From an optimization exercise on the open Yosys and OpenROAD flow, aimed at small area, a short achievable clock period and few clock cycles per item; shortcuts taken in it are not production practice. Function was checked by simulation only, so behaviour that the tests miss may differ from the original.

--- flow/config.mk ---
export PLATFORM = sky130hd
export DESIGN_NAME = flex_bch
export DESIGN_NICKNAME = flex_bch
export VERILOG_FILES = /design/flow/design.v
export SDC_FILE = /design/flow/constraint.sdc
export NUM_CORES = 4
export LEC_CHECK = 0
export CAP_MARGIN = 20
export CORE_MARGIN = 2
export CORE_UTILIZATION = 40
export PLACE_DENSITY = 0.6
export SETUP_SLACK_MARGIN = 4
export SLEW_MARGIN = 20
--- flow/constraint.sdc ---
create_clock -name core_clock -period 8.0 [get_ports {clk}]
set_input_delay 1.6000 -clock core_clock [delete_from_list [all_inputs] [get_ports {clk}]]
set_output_delay 1.6000 -clock core_clock [all_outputs]
set_load 0.01 [all_outputs]
--- flow/design.v ---
module gf32_mul (
    input  wire [24:0] a,
    input  wire [4:0]  b,
    output wire [4:0]  y
);
    assign y = (a[4:0]   & {5{b[0]}}) ^ (a[9:5]   & {5{b[1]}}) ^ (a[14:10] & {5{b[2]}}) ^
               (a[19:15] & {5{b[3]}}) ^ (a[24:20] & {5{b[4]}});
endmodule
module gf32_inv (
    input  wire [4:0]  a,
    output reg  [24:0] g,
    output reg  [4:0]  tau
);
    always @* begin
        case (a)
            5'd0: begin g = 25'h0000000; tau = 5'h00; end
            5'd1: begin g = 25'h0FAAD21; tau = 5'h09; end
            5'd2: begin g = 25'h12131BA; tau = 5'h08; end
            5'd3: begin g = 25'h1C2CA04; tau = 5'h1E; end
            5'd4: begin g = 25'h1A8EEA3; tau = 5'h02; end
            5'd5: begin g = 25'h0953770; tau = 5'h16; end
            5'd6: begin g = 25'h0546059; tau = 5'h13; end
            5'd7: begin g = 25'h14D1E43; tau = 5'h04; end
            5'd8: begin g = 25'h0F3782D; tau = 5'h15; end
            5'd9: begin g = 25'h11FF027; tau = 5'h19; end
            5'd10: begin g = 25'h132863B; tau = 5'h11; end
            5'd11: begin g = 25'h17C0555; tau = 5'h03; end
            5'd12: begin g = 25'h04BB8FB; tau = 5'h1A; end
            5'd13: begin g = 25'h17665F1; tau = 5'h1C; end
            5'd14: begin g = 25'h01332E2; tau = 5'h01; end
            5'd15: begin g = 25'h01539BC; tau = 5'h05; end
            5'd16: begin g = 25'h02D72C5; tau = 5'h0E; end
            5'd17: begin g = 25'h1B2094D; tau = 5'h14; end
            5'd18: begin g = 25'h02716B8; tau = 5'h0D; end
            5'd19: begin g = 25'h07C2DD0; tau = 5'h07; end
            5'd20: begin g = 25'h0799326; tau = 5'h0F; end
            5'd21: begin g = 25'h158A645; tau = 5'h10; end
            5'd22: begin g = 25'h147FF5D; tau = 5'h1F; end
            5'd23: begin g = 25'h0B4AB2C; tau = 5'h0C; end
            5'd24: begin g = 25'h0E99B1A; tau = 5'h12; end
            5'd25: begin g = 25'h1240EF6; tau = 5'h1D; end
            5'd26: begin g = 25'h1E3D7E2; tau = 5'h06; end
            5'd27: begin g = 25'h065FE2C; tau = 5'h18; end
            5'd28: begin g = 25'h0B22511; tau = 5'h0A; end
            5'd29: begin g = 25'h10399F4; tau = 5'h17; end
            5'd30: begin g = 25'h1AEE124; tau = 5'h0B; end
            5'd31: begin g = 25'h1E6EC77; tau = 5'h1B; end
            default: begin g = 25'h0; tau = 5'h0; end
        endcase
    end
endmodule
module gf32_log (
    input  wire [4:0]  a,
    output wire [30:0] m
);
    assign m[30] = (a == 5'd1);
    assign m[29] = (a == 5'd2);
    assign m[28] = (a == 5'd4);
    assign m[27] = (a == 5'd8);
    assign m[26] = (a == 5'd16);
    assign m[25] = (a == 5'd5);
    assign m[24] = (a == 5'd10);
    assign m[23] = (a == 5'd20);
    assign m[22] = (a == 5'd13);
    assign m[21] = (a == 5'd26);
    assign m[20] = (a == 5'd17);
    assign m[19] = (a == 5'd7);
    assign m[18] = (a == 5'd14);
    assign m[17] = (a == 5'd28);
    assign m[16] = (a == 5'd29);
    assign m[15] = (a == 5'd31);
    assign m[14] = (a == 5'd27);
    assign m[13] = (a == 5'd19);
    assign m[12] = (a == 5'd3);
    assign m[11] = (a == 5'd6);
    assign m[10] = (a == 5'd12);
    assign m[9] = (a == 5'd24);
    assign m[8] = (a == 5'd21);
    assign m[7] = (a == 5'd15);
    assign m[6] = (a == 5'd30);
    assign m[5] = (a == 5'd25);
    assign m[4] = (a == 5'd23);
    assign m[3] = (a == 5'd11);
    assign m[2] = (a == 5'd22);
    assign m[1] = (a == 5'd9);
    assign m[0] = (a == 5'd18);
endmodule
module flex_bch (
    input  wire        clk,
    input  wire        rst,
    input  wire        in_valid,
    output wire        in_ready,
    input  wire        in_op,
    input  wire [31:0] in_word,
    output wire        out_valid,
    input  wire        out_ready,
    output wire [31:0] out_word,
    output wire        out_ok,
    output wire [1:0]  out_nfix
);
    wire [4:0] s1, s3;
    wire [9:0] e;            
    wire xn31 = in_word[4] ^ in_word[15];
    wire xn32 = in_word[2] ^ in_word[11];
    wire xn33 = in_word[1] ^ in_word[14];
    wire xn34 = in_word[10] ^ in_word[18];
    wire xn35 = in_word[0] ^ in_word[8];
    wire xn36 = in_word[3] ^ in_word[12];
    wire xn37 = in_word[7] ^ in_word[19];
    wire xn38 = in_word[16] ^ in_word[17];
    wire xn39 = in_word[22] ^ in_word[25];
    wire xn40 = in_word[5] ^ in_word[20];
    wire xn41 = in_word[6] ^ in_word[9];
    wire xn42 = xn31 ^ xn32;
    wire xn43 = xn33 ^ xn34;
    wire xn44 = in_word[13] ^ in_word[15];
    wire xn45 = in_word[21] ^ in_word[24];
    wire xn46 = xn35 ^ xn40;
    wire xn47 = in_word[13] ^ in_word[17];
    wire xn48 = in_word[0] ^ in_word[14];
    wire xn49 = in_word[11] ^ in_word[16];
    wire xn50 = xn36 ^ xn37;
    wire xn51 = xn38 ^ xn41;
    wire xn52 = xn36 ^ xn49;
    wire xn53 = xn32 ^ xn44;
    wire xn54 = in_word[23] ^ in_word[26];
    wire xn55 = in_word[8] ^ in_word[16];
    wire xn56 = in_word[13] ^ in_word[14];
    wire xn57 = in_word[9] ^ in_word[20];
    wire xn58 = in_word[10] ^ in_word[12];
    wire xn59 = in_word[27] ^ in_word[28];
    wire xn60 = in_word[7] ^ in_word[27];
    wire xn61 = in_word[6] ^ in_word[23];
    wire xn62 = xn35 ^ xn37;
    wire xn63 = in_word[19] ^ xn41;
    wire xn64 = xn39 ^ xn59;
    wire xn65 = xn33 ^ xn55;
    wire xn66 = xn39 ^ xn61;
    wire xn67 = xn45 ^ xn48;
    wire xn68 = xn31 ^ xn54;
    wire xn69 = xn47 ^ xn58;
    wire xn70 = xn46 ^ xn51;
    wire xn71 = xn42 ^ xn66;
    wire xn72 = xn42 ^ xn43;
    assign s1[0] = ((((in_word[13] ^ in_word[30]) ^ xn31) ^ (xn39 ^ xn40)) ^ (xn50 ^ xn65));
    assign s1[1] = ((((in_word[13] ^ in_word[18]) ^ (in_word[29] ^ in_word[6])) ^ xn42) ^ (xn50 ^ xn67));
    assign s1[2] = ((((in_word[28] ^ in_word[8]) ^ xn34) ^ (xn37 ^ xn38)) ^ xn71);
    assign s1[3] = ((((in_word[15] ^ in_word[22]) ^ (in_word[3] ^ in_word[5])) ^ (xn45 ^ xn60)) ^ (xn43 ^ xn51));
    assign s1[4] = ((((in_word[21] ^ in_word[2]) ^ xn56) ^ xn68) ^ xn70);
    assign s3[0] = ((((in_word[12] ^ in_word[25]) ^ (in_word[30] ^ in_word[6])) ^ (xn38 ^ xn45)) ^ xn72);
    assign s3[1] = ((((in_word[26] ^ in_word[4]) ^ xn57) ^ xn52) ^ (xn64 ^ xn67));
    assign s3[2] = ((((in_word[0] ^ in_word[18]) ^ (in_word[26] ^ in_word[5])) ^ (xn38 ^ xn39)) ^ (xn50 ^ xn53));
    assign s3[3] = ((((in_word[1] ^ in_word[21]) ^ (in_word[29] ^ in_word[5])) ^ xn64) ^ (xn68 ^ xn69));
    assign s3[4] = (((xn33 ^ xn60) ^ xn46) ^ xn71);
    assign e[0] = (xn69 ^ ((in_word[20] ^ xn37) ^ xn42));
    assign e[1] = (xn63 ^ (xn43 ^ xn52));
    assign e[2] = (xn53 ^ ((in_word[9] ^ (in_word[17] ^ in_word[5])) ^ (xn34 ^ xn35)));
    assign e[3] = (xn65 ^ ((in_word[19] ^ xn57) ^ xn53));
    assign e[4] = (xn62 ^ ((in_word[12] ^ xn44) ^ xn43));
    assign e[5] = (xn63 ^ (((in_word[20] ^ in_word[2]) ^ xn31) ^ (xn34 ^ xn48)));
    assign e[6] = (((in_word[9] ^ (in_word[7] ^ in_word[8])) ^ (xn36 ^ xn40)) ^ xn72);
    assign e[7] = (((in_word[4] ^ (in_word[10] ^ in_word[3])) ^ (xn32 ^ xn33)) ^ ((xn41 ^ xn47) ^ xn62));
    assign e[8] = ((((in_word[19] ^ in_word[1]) ^ xn31) ^ (in_word[3] ^ (in_word[11] ^ in_word[18]))) ^ xn70);
    assign e[9] = (xn52 ^ ((in_word[18] ^ xn56) ^ xn46));
    wire [9:0] d_hi = in_op ? {e[0], e[1], e[2], e[3], e[4], e[5], e[6], e[7], e[8], e[9]}
                            : in_word[30:21];
    reg        full;
    reg [30:0] word;
    assign in_ready  = !full || out_ready;
    assign out_valid = full;
    always @(posedge clk) begin
        if (rst)
            full <= 1'b0;
        else if (in_ready)
            full <= in_valid;
    end
    wire [24:0] g;
    wire [4:0]  tau;
    gf32_inv u_tab (.a(s1), .g(g), .tau(tau));
    wire [4:0] pa, pb;
    gf32_mul u_pa (.a({10'd0, g[14:0]}), .b({2'b00, s3[2:0]}), .y(pa));
    gf32_mul u_pb (.a({g[24:15], 15'd0}), .b({s3[4:3], 3'b000}), .y(pb));
    wire d_ta = ~^(tau[2:0] & s3[2:0]);
    wire d_tb = ^(tau[4:3] & s3[4:3]);
    reg       b31, op, remz, ta, tb;
    reg [4:0] ra, rb, rc;
    always @(posedge clk) begin
        if (in_ready) begin
            b31  <= in_word[31];
            op   <= in_op;
            remz <= (s1 == 5'd0 && s3 == 5'd0);
            ta   <= d_ta;
            tb   <= d_tb;
            word <= {d_hi, in_word[20:0]};
            ra   <= pa;
            rb   <= pb;
            rc   <= pb ^ s1;
        end
    end
    wire fix = !op && !(ta ^ tb);
    wire ok  = op || remz || fix;
    wire [4:0] r1 = ra ^ rc, r2 = ra ^ rb;
    wire b31_out = b31 && !ok;
    wire [30:0] m1, m2;
    gf32_log u_m1 (.a(r1), .m(m1));
    gf32_log u_m2 (.a(r2), .m(m2));
    assign out_word = {b31_out, word ^ ((m1 | m2) & {31{fix}})};
    assign out_ok   = ok;
    assign out_nfix = {fix && r1 != 5'd0, fix && r1 == 5'd0};
endmodule
--- flow/run.sh ---
#!/bin/bash
# synth_recipe.tcl (not shown) runs the flow's synth.tcl, then flattens the netlist and writes it again
# the make line also repeats each setting of config.mk as NAME=value (left out here)
make -C /OpenROAD-flow-scripts/flow DESIGN_CONFIG=/design/flow/config.mk WORK_HOME=/design/flow/orfs CLKGATE_MAP_FILE= SYNTH_SCRIPT=/design/flow/synth_recipe.tcl finish
==> results of run 1 <==
-- per-stage QoR --
step | cells | hold slack (ps) | utilization [%] | worst slack [ps]
3_3_place_gp | 884 | 935.3 | 47.55 | 2086
2_1_floorplan | 663 | 1214 | - | 3428
5_1_grt | 1021 | 919.9 | 65.16 | 3433
6_report | 1021 | 877.2 | 65.16 | 3525
3_5_place_dp | 884 | 960.2 | 47.55 | 2070
4_1_cts | 1006 | 880.9 | 62.27 | 3713
-- sequential cells by signal, summed over array words and instances, names as in the netlist --
register	count
rc	5
remz	1
tb	1
op	1
full	1
ra	5
word	31
b31	1
rb	5
ta	1
-- layout by cell type (no fill, tap or decap), types with 11 or more instances in the layout --
cell type / instances
a21oi_1: 24
buf_12: 21
buf_4: 93
buf_6: 26
dlygate4sd2_1: 18
dlymetal6s2s_1: 17
edfxtp_1: 51
nand2_1: 86
nand3_1: 19
nor2_1: 29
o211ai_1: 12
o22ai_1: 31
xnor2_1: 109
xnor2_2: 27
xnor2_4: 11
xor2_1: 23
xor2_4: 11
-- how the worst max path moves through the flow --
stage / endpoint / startpoint
3_3_place_gp: ra[4] / in_word[10]
5_1_grt: ra[3] / in_word[13]
4_1_cts: ra[3] / in_word[1]
6_report: ra[3] / in_word[13]
2_1_floorplan: ra[3] / in_word[15]
3_5_place_dp: rb[4] / in_word[3]
-- metal layers --
metal	routed length [um]	global-route usage (%)
met5	0	0
met4	1060	10.92
met3	2324	3.398
met2	10980	46.49
met1	9201	38.81
-- critical path, delay by kind of cell --
family	cells	cell delay, ps
fa+ha+maj	1	300
buf+inv	4	660
xor+xnor	5	1240
simple gates	4	460
compound gates	2	260
-- area by class of cell --
| type | count | area (um2) |
|---|---|---|
| inverters | 9 | 42.54 |
| fillers | 1095 | 5045 |
| flip-flops and latches | 52 | 1551 |
| repair buffers | 206 | 2162 |
| clock buffers | 5 | 125.1 |
| well taps | 184 | 230.2 |
| clock inverters | 2 | 60.06 |
| multi-input cells | 563 | 5263 |
-- what timing repair did --
item                                    in CTS  in global routing
setup buffers                              106                 15
gates resized for setup                    338                 71
endpoints found under the hold margin        0                  0
pin swaps                                   86                 40
endpoints found under the setup margin      52                 35
cloned                                       9                  0
-- cells by family (layout without fill, tap and decap cells) --
family	after synthesis	count (layout)	synth area share, %
fa+ha+maj	8	8	1.689
flops	52	52	26.18
compound gates	144	144	16.32
xor+xnor	205	208	35.91
mux	14	14	2.787
buf+inv	52	222	3.800
simple gates	188	189	13.32
==> impl_metrics.py, run 1 <==
metrics = {
    "worst_setup_path": {
        "r2r_setup_slack_ps": 6820,
        "critPathMaxStageDelay_ps": 480,
        "startpoint_type": "input pin",
        "path_cells": "buf_12 > xnor2_4 > xnor3_1 > xnor2_2 > xnor2_1 > buf_6 > clkinvlp_4 > ha_4 > nor2_4 > buf_4 > nand2_1 > nand3_1 > o31ai_1 > a21oi_1 > nor2_2 > xnor2_2",
        "critPathArrivalTime_ps": 4500,
        "reg2reg_depth": 3,
        "cp_slowest_cell": "xnor3_1",
        "endpoint_kind": "register",
        "cp_max_fo": 7,
        "critPathRequiredTime_ps": 8030,
        "r2r-start": "full",
        "regToRegEndpoint": "ta",
        "critical_path.most_common_cell": "xnor2_2",
        "critPathKind": "in -> reg",
    },
    "global_route": {
        "grt_pass1_vias": 5834,
        "grt_usage_pct": 28.45,
        "grt_pass1_wl_mm": 34.71,
        "grt_max_degree": 38,
        "antenna_found_initial": 0,
        "grt-ovfl-total": 0,
    },
    "yosys": {
        "ys_warn_count": 2,
        "synth_edf_count": 51,
        "ys.flop_type": "edfxtp_1",
        "synth_fp_nets": 708,
        "ys_seq_elements": 52,
        "synth_largest_area_cell": "edfxtp_1",
        "synth_area_per_cell_um2": 8.940,
        "synthCells": 663,
        "synth_cell_types": 60,
        "yosysMostFrequentCell": "xnor2_1",
        "netlist_area_um2": 5927,
        "synth_common_cells": "xnor2_1, nand2_1, edfxtp_1",
        "ys_seq_area_share_pct": 26.18,
        "synthTopCellsByArea": "edfxtp_1, xnor2_1, nand2_1",
        "synth-async-reset-ratio_pct": 0,
        "synth_top_area_share_pct": 25.84,
    },
    "final_layout": {
        "antenna_cells": 0,
        "final_area_um2": 9434,
        "final_nets": 882,
        "drive_above_1_share_pct": 39.43,
        "syn2layout_area_growth_pct": 59.17,
    },
    "route": {
        "antenna_left": 0,
        "vias": 6263,
        "drc": 0,
        "vias_per_cell": 6.134,
        "firstDrtPassIters": 7,
        "routed_wire_length_per_instance_um": 23.08,
        "first_iter_violations": 954,
        "routed_wl_mm": 23.57,
    },
    "placement": {
        "place_hpwl_mm": 14.43,
        "port-buffer-count": 73,
        "placed_cell_area_um2": 6885,
        "gp_congestion": 0.9658,
    },
    "sta": {
        "hold_violations": 0,
        "setup_violations": 0,
        "drv_slew": 0,
        "fmax_mhz": 223.5,
        "finalCriticalPeriod_ps": 4475,
        "timing.final.crit_share_pct": 55.93,
        "setup_tns_ps": 0,
        "slew_headroom_pct": 30.87,
        "finalClockSkew_ps": 3.545,
        "rsz0062_at_grt": "true",
        "tightest_slew_ps": 1030,
    },
    "floorplanning": {
        "dieWidth_um": 125.7,
        "die_h_um": 125.7,
        "row_count": 44,
        "start_util_pct": 40.94,
        "core_um2": 14480,
        "dieArea_um2": 15810,
        "design.portCount": 74,
    },
    "outcome": {
        "status": "complete, no violations",
    },
    "clock_network": {
        "cts_buffers": 5,
        "root_buffer": "clkbuf_16",
        "hold_buffers": 0,
        "htree_levels": 2,
        "worstSkewPairLatency_ps": 290,
        "clockBufferDepth": 2,
        "cts_tree": "built",
        "cts.sinks": 52,
        "clkTransAtPathRegs_ps": 60,
    },
    "min_path": {
        "worstHoldPathCells": 3,
        "min_to": "word[9]",
        "hold_path_startpoint": "full",
        "hp-class": "reg -> reg",
    },
    "job": {
        "drv_cap": 0,
    },
}
Testbench counts, summed over its fixed seeds: cycles 4,808, items 4,800.
==> inputs of run 2 (changes only) <==
--- a/flow/config.mk
+++ b/flow/config.mk
@@ -9,5 +9,5 @@
 export CORE_MARGIN = 2
 export CORE_UTILIZATION = 40
 export PLACE_DENSITY = 0.6
-export SETUP_SLACK_MARGIN = 4
+export SETUP_SLACK_MARGIN = 3.0
 export SLEW_MARGIN = 20
==> run 2 against run 1 <==
Highest routed layer unchanged. Worst setup slack lost 500 ps. Utilization shrank 14 points. Critical endpoint is now ra[1]. Clock skew grew 0.93 ps. Still clean. Sequential cell count is the same. Area after synthesis is the same. Wire length shrank 16%. Largest cell class unchanged.
==> impl_metrics.py, run 2 <==
metrics = {
    "worst_setup_path": {
        "path_cells": "clkdlybuf4s50_1 > xnor3_2 > xor2_4 > xor2_4 > buf_4 > inv_1 > ha_1 > and2_1 > nor3_1 > a311o_1 > nand3_1 > xnor2_1 > xnor2_1",
        "r2r_setup_slack_ps": 6830,
        "cp_max_fo": 9,
        "endpoint_kind": "register",
        "critPathArrivalTime_ps": 5010,
        "critical_path.top_delay_family": "XOR/XNOR gates",
        "critPathMaxStageDelay_ps": 600,
        "critPathKind": "in -> reg",
        "cp_slowest_cell": "clkdlybuf4s50_1",
        "cp_num_buf_inv": 3,
        "critPathRequiredTime_ps": 8030,
        "startpoint_type": "input pin",
    },
    "yosys": {
        "synthTopCellsByArea": "edfxtp_1, xnor2_1, nand2_1",
        "ys_seq_area_share_pct": 26.18,
        "synth_area_per_cell_um2": 8.940,
        "synth_edf_count": 51,
        "synth_fp_nets": 708,
        "netlist_area_um2": 5927,
        "synthCells": 663,
        "synth_common_cells": "xnor2_1, nand2_1, edfxtp_1",
        "synth_largest_area_cell": "edfxtp_1",
        "synth_top_area_share_pct": 25.84,
        "synth-async-reset-ratio_pct": 0,
        "yosysMostFrequentCell": "xnor2_1",
        "synth_cell_types": 60,
        "ys.flop_type": "edfxtp_1",
        "ys_seq_elements": 52,
        "ys_warn_count": 2,
    },
    "final_layout": {
        "final-seq-area_um2": 1551,
        "layout_common_cells": "xnor2_1, nand2_1, clkdlybuf4s50_1",
        "largest_register": "word",
        "antenna_cells": 0,
        "fillers": 1355,
        "layout_commonest_cell": "xnor2_1",
        "multiInputGateArea_um2": 4497,
        "drive_above_1_share_pct": 14.21,
        "syn2layout_area_growth_pct": 26.13,
        "largest_register_ffs": 31,
        "final_util_pct": 51.63,
        "final_nets": 783,
    },
    "sta": {
        "rsz0062_at_grt": "true",
        "finalCriticalPeriod_ps": 4977,
        "fmax_mhz": 200.9,
        "tightest_slew_ps": 1022,
        "setup_violations": 0,
        "slew_headroom_pct": 31.36,
        "finalClockSkew_ps": 4.474,
        "setup_tns_ps": 0,
        "drv_slew": 0,
        "hold_violations": 0,
        "timing.final.crit_share_pct": 62.22,
        "timing.hold.ws_ps": 876.6,
    },
    "floorplanning": {
        "dieWidth_um": 125.7,
        "row_count": 44,
        "design.portCount": 74,
        "dieArea_um2": 15810,
        "core_um2": 14480,
        "die_h_um": 125.7,
        "start_util_pct": 40.94,
    },
    "clock_network": {
        "cts_buffers": 5,
        "cts_tree": "built",
        "htree_levels": 2,
        "cts.sinks": 52,
        "clockBufferDepth": 2,
        "root_buffer": "clkbuf_16",
        "clkTransAtPathRegs_ps": 60,
        "worstSkewPairLatency_ps": 290,
    },
    "route": {
        "firstDrtPassIters": 5,
        "routed_wl_mm": 19.74,
        "routed_wire_length_per_instance_um": 21.39,
        "drc": 0,
        "vias": 5398,
        "vias_per_cell": 5.848,
        "first_iter_violations": 801,
        "antenna_left": 0,
    },
    "placement": {
        "gp_congestion": 0.9559,
        "place_hpwl_mm": 14.20,
        "port-buffer-count": 73,
    },
    "global_route": {
        "antenna_found_initial": 0,
        "grt-ovfl-total": 0,
        "grt_max_degree": 54,
        "grt_pass1_wl_mm": 29.97,
        "grt_pass1_vias": 5093,
        "grt_usage_pct": 24.54,
    },
    "outcome": {
        "status": "complete, no violations",
    },
    "job": {
        "drv_cap": 0,
    },
    "min_path": {
        "hp-class": "reg -> reg",
    },
}
## run 2: changes by cell type in the layout (fill, tap and decap cells not counted), sizes merged, moves of 2 or more
cell,change
buf,-116
dlymetal6s2s,-10
clkbuf,+4
clkdlybuf4s50,+43
bufbuf,-4
clkdlybuf4s15,-2
bufinv,-2
xor3,-2
dlygate4sd2,-10
## run 2: worst min-delay path: stages, from the launching register on
cell,delay [ps]
dfxtp_1,350
nand2b_2,70
buf_6,220
## run 2: routing by layer
layer / global-route usage (%) / share of wire, % / vias to the layer above
li1: - / - / 2504
met1: 33.64 / 42 / 2565
met2: 40.67 / 48 / 290
met3: 3.398 / 8.0 / 39
met4: 6.928 / 2.1 / 0
met5: 0 / 0 / -
## run 2: worst paths after layout
| path | to | startpoint | depth (start not counted) |
|---|---|---|---|
| min reg2reg | b31 | full | 2 |
| max reg2reg | word[14] | full | 2 |
| max | ra[1] | in_word[29] | 13 |
| min | b31 | full | 2 |
## run 2: cell families (layout without fill, tap and decap cells)
kind of cell / Yosys count / count (layout) / share of synthesized area, %
buffers and inverters: 52 / 127 / 3.800
AOI/OAI and AO/OA: 144 / 144 / 16.32
muxes: 14 / 14 / 2.787
xor gates and xnor gates: 205 / 206 / 35.91
DFF: 52 / 52 / 26.18
and+or+nand+nor: 188 / 188 / 13.32
adders and majority gates: 8 / 8 / 1.689
## run 2: cell type report
class	instances	area share, %
Tap cell	184	3.080
Sequential cell	52	20.75
Clock buffer	6	1.724
Inverter	9	0.5021
Clock inverter	2	0.1506
Timing Repair Buffer	110	13.64
Multi-Input combinational cell	560	60.15
## run 2: timing repair
action,4_1_cts,5_1_grt
setup endpoints to repair,18,16
buffers inserted,22,7
gates cloned,1,0
pin swaps,8,5
gates resized for setup,45,34
hold buffers,0,0
## run 2: per-stage QoR
step	std cells	cell area, um2	setup WS (ps)
2_1_floorplan	663	5934	3044
3_3_place_gp	885	6777	1634
3_5_place_dp	885	6777	1488
4_1_cts	916	7302	3003
5_1_grt	923	7476	2950
6_report	923	7476	3023
==> inputs of run 3 (changes only) <==
--- a/flow/config.mk
+++ b/flow/config.mk
@@ -7,7 +7,7 @@
 export LEC_CHECK = 0
 export CAP_MARGIN = 20
 export CORE_MARGIN = 2
-export CORE_UTILIZATION = 40
-export PLACE_DENSITY = 0.6
-export SETUP_SLACK_MARGIN = 3.0
+export CORE_UTILIZATION = 65
+export PLACE_DENSITY = 0.8
+export SETUP_SLACK_MARGIN = 3.5
 export SLEW_MARGIN = 20
==> run 3 against run 2 <==
The run now fails in global routing (5_1_grt). Synthesized cell count did not move. Area after synthesis did not move.
==> impl_metrics.py, run 3 <==
metrics = {
    "outcome": {
        "status": "did not finish",
        "lastStage": "global routing (5_1_grt)",
        "firstError": "[ERROR GRT-0232] Routing congestion too high. Check the congestion heatmap in the GUI.",
    },
    "floorplanning": {
        "dieWidth_um": 99.49,
        "start_util_pct": 67.63,
        "die_h_um": 99.49,
        "design.portCount": 74,
        "row_count": 34,
    },
    "clock_network": {
        "cts.sinks": 52,
        "clockBufferDepth": 2,
        "cts_buffers": 5,
        "hold_buffers": 0,
        "htree_levels": 2,
        "root_buffer": "clkbuf_8",
    },
    "yosys": {
        "synth_largest_area_cell": "edfxtp_1",
        "ys_seq_elements": 52,
        "synthCells": 663,
        "synth_fp_nets": 708,
        "ys_warn_count": 2,
        "synthTopCellsByArea": "edfxtp_1, xnor2_1, nand2_1",
        "ys_seq_area_share_pct": 26.18,
        "netlist_area_um2": 5927,
        "synth_area_per_cell_um2": 8.940,
        "synth-async-reset-ratio_pct": 0,
        "yosysMostFrequentCell": "xnor2_1",
        "synth_common_cells": "xnor2_1, nand2_1, edfxtp_1",
        "synth_edf_count": 51,
        "synth_top_area_share_pct": 25.84,
        "ys.flop_type": "edfxtp_1",
        "synth_cell_types": 60,
    },
    "placement": {
        "port-buffer-count": 73,
        "gp_congestion": 1.093,
        "place_ws_ps": 1957,
        "place_hpwl_mm": 14.25,
        "placed_cell_area_um2": 6764,
    },
    "global_route": {
        "grt-ovfl-total": 58,
        "grt_usage_pct": 74.44,
        "grt_max_degree": 40,
    },
    "sta": {
        "grt_repair_worst_endpoint": "rc[2]$_DFFE_PP_/D",
        "endpoint_type": "register data pin",
    },
}
run 3: kinds of logic after synthesis:
kind of cell | after synthesis | share of synthesized area [%]
xor gates and xnor gates | 205 | 35.91
and+or+nand+nor | 188 | 13.32
AOI/OAI and AO/OA | 144 | 16.32
buffers and inverters | 52 | 3.800
DFF | 52 | 26.18
muxes | 14 | 2.787
adders and majority gates | 8 | 1.689
run 3: per-stage QoR:
step | util (%) | std cells
floorplan | - | 663
global placement | 77.18 | 808
detailed placement | 77.18 | 808
CTS | 87.58 | 863
run 3: worst max path at each step:
stage / depth (start not counted) / from / to
floorplan: 13 / in_word[15] / ra[3]
global placement: 13 / in_word[12] / rc[3]
detailed placement: 13 / in_word[12] / rc[3]
CTS: 13 / in_word[6] / rc[2]
run 3: routing by layer:
metal,overflow,GRT usage (%)
met1,0,77.73
met3,0,56.85
met4,36,72.81
met2,22,90.96
met5,0,11.28
run 3: what timing repair did:
item                                    CTS
resized for setup                       142
buffers inserted                         43
gates cloned                              4
endpoints found under the setup margin   21
pin swaps                                27
==> inputs of run 4 (changes only) <==
--- a/flow/config.mk
+++ b/flow/config.mk
@@ -7,7 +7,7 @@
 export LEC_CHECK = 0
 export CAP_MARGIN = 20
 export CORE_MARGIN = 2
-export CORE_UTILIZATION = 65
-export PLACE_DENSITY = 0.8
+export CORE_UTILIZATION = 40
+export PLACE_DENSITY = 0.6
 export SETUP_SLACK_MARGIN = 3.5
 export SLEW_MARGIN = 20
==> run 4 against run 3 <==
Now clean on timing, DRC and antenna. Area after synthesis unchanged. Synthesized cell count did not move.
==> impl_metrics.py, run 4 <==
metrics = {
    "outcome": {
        "status": "complete, no violations",
    },
    "yosys": {
        "synth_common_cells": "xnor2_1, nand2_1, edfxtp_1",
        "synth_top_area_share_pct": 25.84,
        "ys.flop_type": "edfxtp_1",
        "synth_largest_area_cell": "edfxtp_1",
        "yosysMostFrequentCell": "xnor2_1",
        "ys_seq_elements": 52,
        "synth_cell_types": 60,
        "netlist_area_um2": 5927,
        "synth_area_per_cell_um2": 8.940,
        "ys_warn_count": 2,
        "synth_fp_nets": 708,
        "synthTopCellsByArea": "edfxtp_1, xnor2_1, nand2_1",
        "synth_edf_count": 51,
        "synth-async-reset-ratio_pct": 0,
        "ys_seq_area_share_pct": 26.18,
        "synthCells": 663,
    },
    "global_route": {
        "grt-ovfl-total": 0,
        "grt_pass1_vias": 5291,
        "grt_usage_pct": 25.15,
        "busiest_layer": "met2",
        "met3_usage_pct": 3.696,
        "grt_pass1_wl_mm": 31.16,
        "gr-usage-met2_pct": 41.46,
        "grt_max_degree": 42,
        "grtUsageMet1_pct": 34.65,
        "antenna_found_initial": 0,
    },
    "clock_network": {
        "worstSkewPairLatency_ps": 290,
        "cts_tree": "built",
        "cts_buffers": 5,
        "htree_levels": 2,
        "clkTransAtPathRegs_ps": 70,
        "root_buffer": "clkbuf_16",
        "cts.sinks": 52,
        "clockBufferDepth": 2,
    },
    "floorplanning": {
        "row_count": 44,
        "start_util_pct": 40.94,
        "core_um2": 14480,
        "dieArea_um2": 15810,
        "dieWidth_um": 125.7,
        "die_h_um": 125.7,
        "design.portCount": 74,
    },
    "final_layout": {
        "largest_register_ffs": 31,
        "antenna_cells": 0,
        "final-seq-area_um2": 1551,
        "final_nets": 821,
        "drive_above_1_share_pct": 25.48,
        "layout_common_cells": "xnor2_1, nand2_1, buf_4",
        "largest_register": "word",
        "fillers": 1255,
        "syn2layout_area_growth_pct": 37.87,
        "multiInputGateArea_um2": 4793,
        "final_area_um2": 8172,
        "instances_no_fill": 961,
        "layout_commonest_cell": "xnor2_1",
    },
    "placement": {
        "port-buffer-count": 73,
        "gp_congestion": 0.9883,
        "dp_cells": 884,
        "place_hpwl_mm": 14.04,
        "placed_cell_area_um2": 6859,
    },
    "route": {
        "firstDrtPassIters": 6,
        "routed_wl_mm": 21.17,
        "routed_wire_length_per_instance_um": 22.02,
        "drc": 0,
        "vias": 5735,
        "vias_per_cell": 5.968,
        "antenna_left": 0,
        "first_iter_violations": 890,
    },
    "sta": {
        "tightest_slew_ps": 922.9,
        "setup_violations": 0,
        "slew_headroom_pct": 38.03,
        "drv_slew": 0,
        "fmax_mhz": 222.7,
        "timing.hold.ws_ps": 790.7,
        "hold_violations": 0,
        "setup_tns_ps": 0,
        "timing.final.crit_share_pct": 56.13,
        "finalClockSkew_ps": 5.371,
        "finalCriticalPeriod_ps": 4490,
        "rsz0062_at_grt": "true",
    },
    "worst_setup_path": {
        "critPathMaxStageDelay_ps": 470,
        "critPathArrivalTime_ps": 4570,
        "startpoint_type": "input pin",
        "critical_path.most_common_cell": "xnor2_1",
        "r2r_setup_slack_ps": 6920,
        "critPathKind": "in -> reg",
        "cp_slowest_cell": "clkdlybuf4s50_1",
        "endpoint_kind": "register",
        "cp_max_fo": 18,
        "path_cells": "clkdlybuf4s50_1 > xnor2_2 > xnor3_2 > xor2_4 > buf_8 > xor2_4 > buf_12 > xnor2_1 > o2111a_1 > a21oi_1 > nand2_1 > xnor2_1 > xnor2_1",
        "critPathRequiredTime_ps": 8080,
    },
    "job": {
        "drv_cap": 0,
    },
    "min_path": {
        "hp-class": "reg -> reg",
    },
}
## run 4: cell counts after synthesis
No cell type changed its count.
## run 4: routing by layer
layer | wire length (um) | part of all wire [%]
met1 | 8449 | 40
met2 | 10050 | 47
met3 | 2015 | 9.5
met4 | 653 | 3.1
met5 | 0 | 0
## run 4: area by class of cell
class / instances / area share [%]
timing repair buffer: 148 / 17.21
multi-input combinational: 560 / 58.66
sequential: 52 / 18.99
clock buffer: 5 / 1.531
tap: 184 / 2.817
inverter: 9 / 0.4900
clock inverter: 3 / 0.3062
## run 4: stage by stage
stage	setup slack [ps]	util, %
floorplan	3428	-
global placement	1854	47.37
detailed placement	1940	47.37
CTS	3467	53.78
global route	3423	56.44
finish	3510	56.44
## run 4: timing repair
action,4_1_cts,5_1_grt
hold buffers,0,0
pin swaps,25,30
gates resized for setup,149,62
buffers inserted,38,26
setup endpoints to repair,29,16
gates cloned,2,3
## run 4: cells by family after synthesis
| kind of cell | Yosys count | share of synthesized area, % |
|---|---|---|
| AND/OR/NAND/NOR | 188 | 13.32 |
| AO/OA/AOI/OAI | 144 | 16.32 |
| XOR/XNOR | 205 | 35.91 |
| multiplexers | 14 | 2.787 |
| flip-flops | 52 | 26.18 |
| adder cells (fa/ha/maj) | 8 | 1.689 |
| buffers and inverters | 52 | 3.800 |
## run 4: worst max-delay path: cells and delay by family
kind / cells / cell delay, ps
XOR/XNOR: 7 / 1630
AND/OR/NAND/NOR: 1 / 100
AO/OA/AOI/OAI: 2 / 460
buffers and inverters: 3 / 770
## run 4: final timing paths
kind	startpoint	to	cells past startpoint
worst max-delay path	in_word[28]	ra[2]	13
worst min-delay path	full	word[27]	2
worst min register to register	full	word[27]	2
worst max register to register	full	op	2
==> inputs of run 5 (changes only) <==
==> flow/flow/run.sh (new file) <==
#!/bin/bash
# Layout: the standard flow (standard synthesis, floorplan, power grid, place,
# CTS, route), with small buf_2 cells as the port buffers instead of the delay
# cells buffer_ports picks by default. ORFS's own logs stay in orfs/logs/.
set -euo pipefail
export BUFFER_PORTS_ARGS="-buffer_cell sky130_fd_sc_hd__buf_2"
bash standard.sh > standard.log 2>&1
==> flow/standard.sh (new file) <==
#!/bin/bash
# synth_recipe.tcl (not shown) runs the flow's synth.tcl, then flattens the netlist and writes it again
# the make line also repeats each setting of config.mk as NAME=value (left out here)
make -C /OpenROAD-flow-scripts/flow DESIGN_CONFIG=/design/flow/config.mk WORK_HOME=/design/flow/orfs CLKGATE_MAP_FILE= SYNTH_SCRIPT=/design/flow/synth_recipe.tcl "${@:-finish}"
removed: flow/run.sh
==> run 5 against run 4 <==
First-iteration DRC count decreased by 23%. Global-route usage down 0.44 points. Via count is 3.6% lower. Non-clock buffer count fell by 37. Sequential cell count unchanged. Wire length decreased by 5.9%. Critical path depth shrank 1. Critical endpoint is now ra[3].
==> impl_metrics.py, run 5 <==
metrics = {
    "yosys": {
        "ys.flop_type": "edfxtp_1",
        "netlist_area_um2": 5927,
        "synth-async-reset-ratio_pct": 0,
        "synth_cell_types": 60,
        "synth_fp_nets": 708,
        "synth_common_cells": "xnor2_1, nand2_1, edfxtp_1",
        "synthCells": 663,
        "ys_seq_elements": 52,
        "synth_largest_area_cell": "edfxtp_1",
        "synth_area_per_cell_um2": 8.940,
        "synth_top_area_share_pct": 25.84,
        "ys_seq_area_share_pct": 26.18,
        "yosysMostFrequentCell": "xnor2_1",
        "ys_warn_count": 2,
        "synthTopCellsByArea": "edfxtp_1, xnor2_1, nand2_1",
        "synth_edf_count": 51,
    },
    "sta": {
        "fmax_mhz": 221.0,
        "finalClockSkew_ps": 8.863,
        "setup_tns_ps": 0,
        "tightest_slew_ps": 1161,
        "finalCriticalPeriod_ps": 4525,
        "slew_headroom_pct": 22.01,
        "drv_slew": 0,
        "setup_violations": 0,
        "rsz0062_at_grt": "true",
        "hold_violations": 0,
        "timing.final.crit_share_pct": 56.57,
    },
    "placement": {
        "port-buffer-count": 73,
        "placed_cell_area_um2": 6494,
        "place_hpwl_mm": 14.12,
        "gp_congestion": 0.9786,
    },
    "final_layout": {
        "syn2layout_area_growth_pct": 23.39,
        "final_nets": 784,
        "largest_register_ffs": 31,
        "antenna_cells": 0,
        "drive_above_1_share_pct": 25.27,
        "layout_commonest_cell": "xnor2_1",
        "layout_common_cells": "xnor2_1, nand2_1, buf_2",
        "largest_register": "word",
        "final_area_um2": 7313,
    },
    "global_route": {
        "grt_pass1_wl_mm": 30.61,
        "grt-ovfl-total": 0,
        "grt_max_degree": 54,
        "grt_usage_pct": 24.71,
        "antenna_found_initial": 0,
        "grt_pass1_vias": 5210,
    },
    "route": {
        "routed_wl_mm": 19.92,
        "vias": 5527,
        "vias_per_cell": 5.982,
        "routed_wire_length_per_instance_um": 21.56,
        "firstDrtPassIters": 6,
        "drc": 0,
        "first_iter_violations": 687,
        "antenna_left": 0,
    },
    "worst_setup_path": {
        "critPathMaxStageDelay_ps": 460,
        "endpoint_kind": "register",
        "r2r-start": "full",
        "path_cells": "buf_2 > xnor2_4 > buf_4 > xnor3_1 > xor3_1 > buf_6 > nor2_1 > nand2_1 > a21oi_1 > o21ai_0 > xnor2_2 > xnor2_2",
        "critPathArrivalTime_ps": 4550,
        "cp_slowest_cell": "xor3_1",
        "regToRegEndpoint": "word[13]",
        "critical_path.most_common_cell": "xnor2_2",
        "critPathKind": "in -> reg",
        "r2r_setup_slack_ps": 6680,
        "startpoint_type": "input pin",
        "critPathRequiredTime_ps": 8030,
        "reg2reg_depth": 2,
        "cp_max_fo": 51,
    },
    "floorplanning": {
        "dieArea_um2": 15810,
        "core_um2": 14480,
        "row_count": 44,
        "start_util_pct": 40.94,
        "dieWidth_um": 125.7,
        "design.portCount": 74,
        "die_h_um": 125.7,
    },
    "clock_network": {
        "root_buffer": "clkbuf_16",
        "cts.sinks": 52,
        "clockBufferDepth": 2,
        "htree_levels": 2,
        "hold_buffers": 0,
        "clkTransAtPathRegs_ps": 80,
        "cts_buffers": 5,
        "worstSkewPairLatency_ps": 300,
        "cts_tree": "built",
    },
    "outcome": {
        "status": "complete, no violations",
    },
    "min_path": {
        "min_to": "tb",
        "worstHoldPathCells": 2,
        "hold_path_startpoint": "full",
        "hp-class": "reg -> reg",
    },
    "job": {
        "drv_cap": 0,
    },
}
-- run 5: cell counts after synthesis --
No cell type changed its count.
-- run 5: cell type report --
class | count | area, um2
timing repair buffer | 111 | 763.2
tap | 184 | 230.2
inverter | 9 | 40.04
multi-input combinational | 560 | 4576
sequential | 52 | 1551
fill | 1352 | 7166
clock inverter | 3 | 27.53
clock buffer | 5 | 125.1
-- run 5: layer usage --
metal | vias up | global-route usage (%) | routed length [um]
met5 | - | 0 | 0
met4 | 0 | 6.405 | 515
met3 | 59 | 4.545 | 1725
met2 | 337 | 39.08 | 9190
met1 | 2625 | 34.98 | 8492
li1 | 2506 | - | -
-- run 5: worst max-delay path: cells and delay by family --
| family | cells | cell delay, ps |
|---|---|---|
| XOR/XNOR | 5 | 1450 |
| AND/OR/NAND/NOR | 2 | 580 |
| AO/OA/AOI/OAI | 2 | 330 |
| buffers and inverters | 3 | 550 |
-- run 5: per-stage QoR --
stage                     worst slack [ps]  hold slack, ps  cells  util (%)
after CTS                             3487           991.3    918     49.14
after floorplan                       3428            1214    663         -
after global placement                2256           975.2    884     44.85
after global routing                  3405            1033    924     50.51
after detailed placement              2265           977.9    884     44.85
final                                 3475           962.2    924     50.51
-- run 5: kinds of logic (layout without fill, tap and decap cells) --
| group | count (synthesis) | in the layout | share of synthesized area, % |
|---|---|---|---|
| AND/OR/NAND/NOR | 188 | 188 | 13.32 |
| XOR/XNOR | 205 | 206 | 35.91 |
| multiplexers | 14 | 14 | 2.787 |
| buffers and inverters | 52 | 128 | 3.800 |
| adder cells (fa/ha/maj) | 8 | 8 | 1.689 |
| flip-flops | 52 | 52 | 26.18 |
| AO/OA/AOI/OAI | 144 | 144 | 16.32 |
-- run 5: worst max path at each step --
stage / startpoint / slack [ps] / endpoint / cells past startpoint
final: in_word[1] / 3470 / ra[3] / 12
after global routing: in_word[4] / 3400 / rc[2] / 13
after CTS: in_word[1] / 3490 / ra[3] / 14
after detailed placement: in_word[0] / 2270 / rc[3] / 13
after global placement: in_word[0] / 2260 / rc[3] / 13
after floorplan: in_word[15] / 3430 / ra[3] / 13
-- run 5: repair_timing --
action / 4_1_cts / 5_1_grt
pin swaps: 16 / 8
endpoints found under the setup margin: 18 / 16
buffers inserted: 25 / 6
cloned: 1 / 0
gates resized for setup: 41 / 24
endpoints found under the hold margin: 0 / 0
==> inputs of run 6 (changes only) <==
--- a/flow/config.mk
+++ b/flow/config.mk
@@ -8,6 +8,7 @@
 export CAP_MARGIN = 20
 export CORE_MARGIN = 2
 export CORE_UTILIZATION = 40
+export CTS_BUF_LIST = sky130_fd_sc_hd__clkbuf_4 sky130_fd_sc_hd__clkbuf_8
 export PLACE_DENSITY = 0.6
 export SETUP_SLACK_MARGIN = 3.5
 export SLEW_MARGIN = 20
==> run 6 against run 5 <==
Cell area decreased by 1.7%. Highest routed layer unchanged. Clock skew increased by 2.3 ps. Global-route usage shrank 0.088 points. Still clean on timing, DRC and antenna. Worst setup slack improved by 63 ps. Critical path type unchanged. Largest cell class unchanged.
==> impl_metrics.py, run 6 <==
metrics = {
    "route": {
        "vias": 5476,
        "vias_per_cell": 5.952,
        "drc": 0,
        "routed_wl_mm": 19.94,
        "firstDrtPassIters": 6,
        "routed_wire_length_per_instance_um": 21.67,
        "antenna_left": 0,
        "first_iter_violations": 604,
    },
    "clock_network": {
        "worstSkewPairLatency_ps": 320,
        "htree_levels": 2,
        "root_buffer": "clkbuf_8",
        "cts.sinks": 52,
        "cts_tree": "built",
        "clockBufferDepth": 2,
        "hold_buffers": 0,
        "clkTransAtPathRegs_ps": 110,
        "cts_buffers": 5,
    },
    "sta": {
        "timing.final.crit_share_pct": 55.78,
        "tightest_slew_ps": 1149,
        "drv_slew": 0,
        "setup_tns_ps": 0,
        "slew_headroom_pct": 22.85,
        "finalClockSkew_ps": 11.12,
        "hold_violations": 0,
        "rsz0062_at_grt": "true",
        "setup_violations": 0,
        "fmax_mhz": 224.1,
        "finalCriticalPeriod_ps": 4462,
        "worst_slack_ps": 3538,
    },
    "yosys": {
        "ys_warn_count": 2,
        "yosysMostFrequentCell": "xnor2_1",
        "synth_edf_count": 51,
        "synth-async-reset-ratio_pct": 0,
        "ys_seq_elements": 52,
        "synth_common_cells": "xnor2_1, nand2_1, edfxtp_1",
        "synthTopCellsByArea": "edfxtp_1, xnor2_1, nand2_1",
        "synthCells": 663,
        "netlist_area_um2": 5927,
        "synth_fp_nets": 708,
        "synth_cell_types": 60,
        "ys_seq_area_share_pct": 26.18,
        "synth_largest_area_cell": "edfxtp_1",
        "synth_top_area_share_pct": 25.84,
        "ys.flop_type": "edfxtp_1",
        "synth_area_per_cell_um2": 8.940,
    },
    "placement": {
        "place_hpwl_mm": 14.12,
        "port-buffer-count": 73,
        "gp_congestion": 0.9786,
        "place_ws_ps": 2265,
        "dp_cells": 884,
    },
    "worst_setup_path": {
        "reg2reg_depth": 2,
        "r2r_setup_slack_ps": 6680,
        "critical_path.most_common_cell": "xnor2_1",
        "endpoint": "rc[3]",
        "crit_start": "in_word[8]",
        "critPathMaxStageDelay_ps": 450,
        "critPathArrivalTime_ps": 4530,
        "critPathRequiredTime_ps": 8070,
        "r2r-start": "full",
        "cp_slowest_cell": "xnor3_1",
        "regToRegEndpoint": "word[13]",
        "critPathKind": "in -> reg",
        "path_cells": "clkbuf_4 > xnor2_2 > xnor3_1 > xnor2_1 > xnor2_1 > buf_6 > clkinvlp_4 > ha_2 > nand2_1 > a21oi_1 > a211oi_1 > nor4_2 > xor2_1 > xnor2_1",
        "cp_max_fo": 10,
        "startpoint_type": "input pin",
        "endpoint_kind": "register",
    },
    "final_layout": {
        "layout_common_cells": "xnor2_1, nand2_1, buf_2",
        "syn2layout_area_growth_pct": 21.34,
        "largest_register_ffs": 31,
        "largest_register": "word",
        "antenna_cells": 0,
        "layout_commonest_cell": "xnor2_1",
        "drive_above_1_share_pct": 25.14,
        "instances_no_fill": 920,
        "final_nets": 780,
        "fillers": 1362,
    },
    "floorplanning": {
        "row_count": 44,
        "start_util_pct": 40.94,
        "die_h_um": 125.7,
        "dieWidth_um": 125.7,
        "design.portCount": 74,
        "dieArea_um2": 15810,
        "core_um2": 14480,
    },
    "min_path": {
        "hp-class": "reg -> reg",
        "worstHoldPathCells": 2,
    },
    "global_route": {
        "antenna_found_initial": 0,
        "grt_pass1_wl_mm": 30.47,
        "grt-ovfl-total": 0,
        "grt_max_degree": 54,
        "grt_usage_pct": 24.62,
        "grt_pass1_vias": 5208,
    },
    "outcome": {
        "status": "complete, no violations",
    },
    "job": {
        "drv_cap": 0,
    },
}
[run 6: cell counts after synthesis]
No cell type changed its count.
[run 6: through the flow]
stage	area [um2]	util, %	hold WS (ps)
after detailed placement	6494	44.85	977.9
after global routing	7192	49.67	1041
after CTS	6988	48.26	997.6
after floorplan	6080	-	1214
after global placement	6494	44.85	975.2
final	7192	49.67	975.2
[run 6: metal layers]
| metal | GRT usage [%] | routed length [um] | up-vias |
|---|---|---|---|
| li1 | - | - | 2493 |
| met1 | 34.82 | 8362 | 2613 |
| met2 | 38.63 | 9329 | 336 |
| met3 | 4.545 | 1904 | 34 |
| met4 | 7.059 | 342 | 0 |
| met5 | 0 | 0 | - |
[run 6: critical path: cells and delay by family]
kind                     cells  cell delay (ps)
AND/OR/NAND/NOR              2              410
adder cells (fa/ha/maj)      1              360
XOR/XNOR                     6             1340
AO/OA/AOI/OAI                2              390
buffers and inverters        3              420
[run 6: layout make-up]
class	instances	area [um2]	area share, %
Multi-Input combinational cell	560	4564	63.47
Inverter	9	40.04	0.5567
Sequential cell	52	1551	21.57
Clock inverter	3	27.53	0.3827
Timing Repair Buffer	107	709.4	9.864
Clock buffer	5	68.82	0.9569
Tap cell	184	230.2	3.201
[run 6: cells by family (layout without fill, tap and decap cells)]
family,count (synthesis),after routing,synth area share (%)
DFF,52,52,26.18
buffers and inverters,52,124,3.800
muxes,14,14,2.787
xor gates and xnor gates,205,206,35.91
adders and majority gates,8,8,1.689
AOI/OAI and AO/OA,144,144,16.32
and+or+nand+nor,188,188,13.32
[run 6: worst min path at each step]
stage / startpoint / endpoint / slack [ps]
final: full / tb / 980
after global routing: full / tb / 1040
after CTS: full / tb / 1000
after detailed placement: full / b31 / 980
after global placement: full / b31 / 980
after floorplan: full / full / 1210
[run 6: repair_timing]
item / CTS / global route
gates resized for setup: 29 / 33
setup endpoints to repair: 17 / 15
gates cloned: 1 / 0
buffers inserted: 25 / 2
pin swaps: 13 / 9
==> inputs of run 7 (changes only) <==
--- a/flow/config.mk
+++ b/flow/config.mk
@@ -9,6 +9,7 @@
 export CORE_MARGIN = 2
 export CORE_UTILIZATION = 40
 export CTS_BUF_LIST = sky130_fd_sc_hd__clkbuf_4 sky130_fd_sc_hd__clkbuf_8
+export GPL_TIMING_DRIVEN = 1
 export PLACE_DENSITY = 0.6
 export SETUP_SLACK_MARGIN = 3.5
 export SLEW_MARGIN = 20
==> run 7 against run 6 <==
Still clean. Via count unchanged. Hold slack unchanged. Area after synthesis unchanged. Non-clock buffer count unchanged. Count of clock-buffer cells in the layout did not move. Fmax unchanged. Worst setup slack unchanged.
==> impl_metrics.py, run 7 <==
metrics = {
    "yosys": {
        "netlist_area_um2": 5927,
        "ys_seq_area_share_pct": 26.18,
        "ys_seq_elements": 52,
        "synth_area_per_cell_um2": 8.940,
        "yosysMostFrequentCell": "xnor2_1",
        "synth_largest_area_cell": "edfxtp_1",
        "synth_cell_types": 60,
        "ys.flop_type": "edfxtp_1",
        "synth_top_area_share_pct": 25.84,
        "synth_edf_count": 51,
        "synthCells": 663,
        "synth_common_cells": "xnor2_1, nand2_1, edfxtp_1",
        "synth-async-reset-ratio_pct": 0,
        "synthTopCellsByArea": "edfxtp_1, xnor2_1, nand2_1",
        "ys_warn_count": 2,
        "synth_fp_nets": 708,
    },
    "placement": {
        "placed_cell_area_um2": 6494,
        "port-buffer-count": 73,
        "place_ws_ps": 2265,
        "gp_congestion": 0.9786,
        "place_hpwl_mm": 14.12,
    },
    "sta": {
        "finalClockSkew_ps": 11.12,
        "setup_violations": 0,
        "worst_slack_ps": 3538,
        "finalCriticalPeriod_ps": 4462,
        "drv_slew": 0,
        "hold_violations": 0,
        "timing.final.crit_share_pct": 55.78,
        "tightest_slew_ps": 1149,
        "rsz0062_at_grt": "true",
        "slew_headroom_pct": 22.85,
        "fmax_mhz": 224.1,
        "setup_tns_ps": 0,
    },
    "floorplanning": {
        "dieArea_um2": 15810,
        "start_util_pct": 40.94,
        "dieWidth_um": 125.7,
        "core_um2": 14480,
        "row_count": 44,
        "design.portCount": 74,
        "die_h_um": 125.7,
    },
    "worst_setup_path": {
        "critPathRequiredTime_ps": 8070,
        "cp_slowest_cell": "xnor3_1",
        "path_cells": "clkbuf_4 > xnor2_2 > xnor3_1 > xnor2_1 > xnor2_1 > buf_6 > clkinvlp_4 > ha_2 > nand2_1 > a21oi_1 > a211oi_1 > nor4_2 > xor2_1 > xnor2_1",
        "critPathArrivalTime_ps": 4530,
        "cp_num_buf_inv": 3,
        "critPathMaxStageDelay_ps": 450,
        "critical_path.most_common_cell": "xnor2_1",
        "r2r-start": "full",
        "cp_max_fo": 10,
        "endpoint_kind": "register",
        "critical_path.top_delay_family": "XOR/XNOR gates",
        "crit_start": "in_word[8]",
        "startpoint_type": "input pin",
        "critPathKind": "in -> reg",
    },
    "clock_network": {
        "worstSkewPairLatency_ps": 320,
        "root_buffer": "clkbuf_8",
        "cts_buffers": 5,
        "clockBufferDepth": 2,
        "htree_levels": 2,
        "hold_buffers": 0,
        "clkTransAtPathRegs_ps": 110,
        "cts.sinks": 52,
        "cts_tree": "built",
    },
    "final_layout": {
        "final_nets": 780,
        "layout_commonest_cell": "xnor2_1",
        "layout_common_cells": "xnor2_1, nand2_1, buf_2",
        "largest_register_ffs": 31,
        "final_area_um2": 7192,
        "syn2layout_area_growth_pct": 21.34,
        "antenna_cells": 0,
        "drive_above_1_share_pct": 25.14,
        "largest_register": "word",
    },
    "route": {
        "drc": 0,
        "antenna_left": 0,
        "vias_per_cell": 5.952,
        "routed_wire_length_per_instance_um": 21.67,
        "firstDrtPassIters": 6,
        "first_iter_violations": 604,
        "routed_wl_mm": 19.94,
        "vias": 5476,
    },
    "outcome": {
        "status": "complete, no violations",
    },
    "global_route": {
        "antenna_found_initial": 0,
        "grt_pass1_vias": 5208,
        "grt_pass1_wl_mm": 30.47,
        "grt_max_degree": 54,
        "grt_usage_pct": 24.62,
        "grt-ovfl-total": 0,
    },
    "job": {
        "drv_cap": 0,
    },
    "min_path": {
        "hp-class": "reg -> reg",
        "hold_path_startpoint": "full",
    },
}
==> run 7: cell counts in the layout (fill, tap and decap cells not counted) <==
No cell type changed its count.
==> run 7: path summary, 6_finish.rpt <==
path                            depth (start not counted)  slack [ps]  endpoint
worst min-delay path                                    2         980        tb
worst max register to register                          2        6680  word[13]
worst max-delay path                                   14        3540     rc[3]
worst min register to register                          2         980        tb
==> run 7: layer usage <==
metal | track usage [%] | vias to the layer above | wire length, um
met1 | 34.82 | 2613 | 8362
met4 | 7.059 | 0 | 342
met2 | 38.63 | 336 | 9329
met3 | 4.545 | 34 | 1904
met5 | 0 | - | 0
li1 | - | 2493 | -
==> run 7: layout make-up <==
class,instances,area [um2]
clock inverter,3,27.53
timing repair buffer,107,709.4
sequential,52,1551
fill,1362,7287
inverter,9,40.04
multi-input combinational,560,4564
clock buffer,5,68.82
tap,184,230.2
==> run 7: per-stage QoR <==
stage | hold WS, ps | std cells | utilization [%]
after floorplan | 1214 | 663 | -
after global placement | 975.2 | 884 | 44.85
after detailed placement | 977.9 | 884 | 44.85
after CTS | 997.6 | 918 | 48.26
after global routing | 1041 | 920 | 49.67
final | 975.2 | 920 | 49.67
==> run 7: logic make-up (layout without fill, tap and decap cells) <==
family,after synthesis,count (layout),share of synthesized area (%)
xor+xnor,205,206,35.91
simple gates,188,188,13.32
compound gates,144,144,16.32
flops,52,52,26.18
buf+inv,52,124,3.800
mux,14,14,2.787
fa+ha+maj,8,8,1.689
==> run 7: tightest hold or removal path: cells and delay by family, from the launching register on <==
kind | cells | cell delay (ps)
and+or+nand+nor | 1 | 50
DFF | 1 | 350
buffers and inverters | 1 | 320
==> run 7: what timing repair did <==
item                                    in CTS  in global routing
cloned                                       1                  0
pin swaps                                   13                  9
resized for setup                           29                 33
endpoints found under the setup margin      17                 15
endpoints found under the hold margin        0                  0
buffers inserted                            25                  2
==> inputs of run 8 (changes only) <==
==> flow/flow/run.sh (replaced) <==
#!/bin/bash
# Layout: the standard flow (standard synthesis, floorplan, power grid, place,
# CTS, route), with small buf_1 cells as the port buffers instead of the delay
# cells buffer_ports picks by default. ORFS's own logs stay in orfs/logs/.
set -euo pipefail
export BUFFER_PORTS_ARGS="-buffer_cell sky130_fd_sc_hd__buf_1"
bash standard.sh > standard.log 2>&1
--- a/flow/config.mk
+++ b/flow/config.mk
@@ -8,8 +8,6 @@
 export CAP_MARGIN = 20
 export CORE_MARGIN = 2
 export CORE_UTILIZATION = 40
-export CTS_BUF_LIST = sky130_fd_sc_hd__clkbuf_4 sky130_fd_sc_hd__clkbuf_8
-export GPL_TIMING_DRIVEN = 1
 export PLACE_DENSITY = 0.6
 export SETUP_SLACK_MARGIN = 3.5
 export SLEW_MARGIN = 20
==> run 8 against run 7 <==
Sequential share of layout area fell by 1.3 points. Hold slack about the same. Highest routed layer unchanged. Clock skew decreased by 3.9 ps. Synthesized cell count is the same. Fmax shrank 0.88%.
==> impl_metrics.py, run 8 <==
metrics = {
    "sta": {
        "finalCriticalPeriod_ps": 4502,
        "slew_headroom_pct": 28.33,
        "setup_violations": 0,
        "rsz0062_at_grt": "false",
        "setup_tns_ps": 0,
        "finalClockSkew_ps": 7.269,
        "tightest_slew_ps": 1067,
        "timing.final.crit_share_pct": 56.27,
        "hold_violations": 0,
        "fmax_mhz": 222.1,
        "drv_slew": 0,
        "worst_slack_ps": 3498,
    },
    "clock_network": {
        "cts_buffers": 5,
        "hold_buffers": 0,
        "worstSkewPairLatency_ps": 290,
        "clkTransAtPathRegs_ps": 70,
        "htree_levels": 2,
        "root_buffer": "clkbuf_16",
        "cts_tree": "built",
        "clockBufferDepth": 2,
        "cts.sinks": 52,
    },
    "floorplanning": {
        "dieArea_um2": 15810,
        "row_count": 44,
        "die_h_um": 125.7,
        "dieWidth_um": 125.7,
        "design.portCount": 74,
        "core_um2": 14480,
        "start_util_pct": 40.94,
    },
    "placement": {
        "placed_cell_area_um2": 6407,
        "port-buffer-count": 73,
        "gp_congestion": 1.016,
        "place_ws_ps": 2377,
        "place_hpwl_mm": 14.01,
    },
    "final_layout": {
        "layout_common_cells": "xnor2_1, nand2_1, buf_1",
        "syn2layout_area_growth_pct": 28.82,
        "drive_above_1_share_pct": 22.67,
        "final_util_pct": 52.73,
        "final_nets": 807,
        "final_area_um2": 7635,
        "largest_register": "word",
        "layout_commonest_cell": "xnor2_1",
        "antenna_cells": 0,
        "fillers": 1268,
        "largest_register_ffs": 31,
    },
    "worst_setup_path": {
        "startpoint_type": "input pin",
        "critPathMaxStageDelay_ps": 460,
        "critical_path.most_common_cell": "xnor2_1",
        "path_cells": "buf_2 > xnor2_1 > xnor3_1 > xnor2_2 > xnor2_1 > buf_6 > clkinvlp_4 > buf_4 > ha_2 > mux4_2 > o21ai_1 > nand2_1 > xnor2_1 > xnor2_1",
        "endpoint_kind": "register",
        "cp_max_fo": 8,
        "critPathRequiredTime_ps": 8040,
        "critPathArrivalTime_ps": 4540,
        "cp_slowest_cell": "mux4_2",
        "critPathKind": "in -> reg",
    },
    "route": {
        "vias": 5816,
        "antenna_left": 0,
        "routed-wl-met3_mm": 2.057,
        "drc": 0,
        "firstDrtPassIters": 6,
        "wl_met1_mm": 8.279,
        "wl_met2_mm": 9.483,
        "vias_per_cell": 6.141,
        "routed_wire_length_per_instance_um": 21.91,
        "routed_wl_mm": 20.75,
        "first_iter_violations": 1087,
        "top_layer_used": "met4",
    },
    "yosys": {
        "synth_top_area_share_pct": 25.84,
        "synthTopCellsByArea": "edfxtp_1, xnor2_1, nand2_1",
        "ys_warn_count": 2,
        "synth_largest_area_cell": "edfxtp_1",
        "ys.flop_type": "edfxtp_1",
        "ys_seq_area_share_pct": 26.18,
        "synth_area_per_cell_um2": 8.940,
        "synth-async-reset-ratio_pct": 0,
        "synth_common_cells": "xnor2_1, nand2_1, edfxtp_1",
        "netlist_area_um2": 5927,
        "synth_fp_nets": 708,
        "ys_seq_elements": 52,
        "synth_cell_types": 60,
        "yosysMostFrequentCell": "xnor2_1",
        "synthCells": 663,
        "synth_edf_count": 51,
    },
    "global_route": {
        "grt_pass1_wl_mm": 30.16,
        "grt_usage_pct": 24.28,
        "grt_pass1_vias": 5257,
        "grt_max_degree": 54,
        "antenna_found_initial": 0,
        "grt-ovfl-total": 0,
    },
    "outcome": {
        "status": "complete, no violations",
    },
    "job": {
        "drv_cap": 0,
    },
    "min_path": {
        "hp-class": "reg -> reg",
    },
}
==> run 8: cell counts after synthesis <==
Identical to the previous run, type by type.
==> run 8: timing repair <==
item,CTS,global route
gates resized for setup,49,61
gates cloned,1,3
pin swaps,11,19
setup buffers,27,24
endpoints found under the setup margin,18,15
==> run 8: final timing paths <==
kind               start        to  slack, ps  depth (start not counted)
max reg2reg         full  word[14]       6690                          2
max          in_word[15]     ra[3]       3500                         14
min reg2reg         full     ra[4]        970                          2
min                 full     ra[4]        970                          2
==> run 8: worst max-delay path: cells and delay by family <==
kind | cells | cell delay (ps)
xor gates and xnor gates | 6 | 1340
adders and majority gates | 1 | 230
and+or+nand+nor | 1 | 90
AOI/OAI and AO/OA | 1 | 130
buffers and inverters | 4 | 680
muxes | 1 | 460
==> run 8: logic make-up after synthesis <==
group           Yosys count  synth area share, %
compound gates          144                16.32
simple gates            188                13.32
buf+inv                  52                3.800
fa+ha+maj                 8                1.689
flops                    52                26.18
xor+xnor                205                35.91
mux                      14                2.787
==> run 8: layout make-up <==
class | count | area [um2] | share of cell area, %
multi-input cells | 562 | 4760 | 62.34
flip-flops and latches | 52 | 1551 | 20.32
repair buffers | 132 | 908.4 | 11.90
well taps | 184 | 230.2 | 3.015
clock buffers | 5 | 125.1 | 1.639
inverters | 9 | 42.54 | 0.5572
clock inverters | 3 | 17.52 | 0.2294
==> run 8: metrics by stage <==
stage	std cells	hold WS (ps)
6_report	947	974.8
3_3_place_gp	884	981.0
5_1_grt	947	1051
3_5_place_dp	884	1001
2_1_floorplan	663	1214
4_1_cts	920	1019
==> run 8: layer usage <==
metal	vias to the layer above	global-route usage, %
li1	2553	-
met4	0	10.26
met5	-	0
met2	425	37.97
met1	2747	34.63
met3	91	2.082

-- afterwards: timing with drivers on the ports --
The flow's constraints put no driver on any port. The routed layouts listed below were extracted and timed again, unchanged, in two steps.
Step 1 sets driving cells, clkbuf_16 on the clock port and buf_2 on the other inputs (assumed; they add their load-dependent delay and slew).
Step 2 times the ports against the registers' clock, not the clock port: input delays grow and output delays shrink by t, the midpoint of the rising clock arrivals with the driver on.
a / b / c = ideal / step 1 / step 2; a / b = the first two.
| run | t (ns) | setup WS [ns] | hold slack, ns | cell pins on the clock port's net |
|---|---|---|---|---|
| run 1 | 0.324 | 3.525 / 3.509 / 3.185 | 0.877 / 0.877 / 0.877 | 1 |
| run 2 | 0.330 | 3.023 / 3.039 / 2.709 | 0.877 / 0.877 / 0.877 | 1 |
| run 4 | 0.328 | 3.510 / 3.518 / 3.190 | 0.791 / 0.791 / 0.791 | 1 |
| run 5 | 0.331 | 3.475 / 3.490 / 3.160 | 0.962 / 0.962 / 0.962 | 1 |
| run 6 | 0.351 | 3.538 / 3.545 / 3.194 | 0.975 / 0.975 / 0.975 | 1 |
| run 7 | 0.351 | 3.538 / 3.545 / 3.194 | 0.975 / 0.975 / 0.975 | 1 |
| run 8 | 0.326 | 3.498 / 3.512 / 3.187 | 0.975 / 0.975 / 0.975 | 1 |
After both steps every run listed still meets setup and hold.
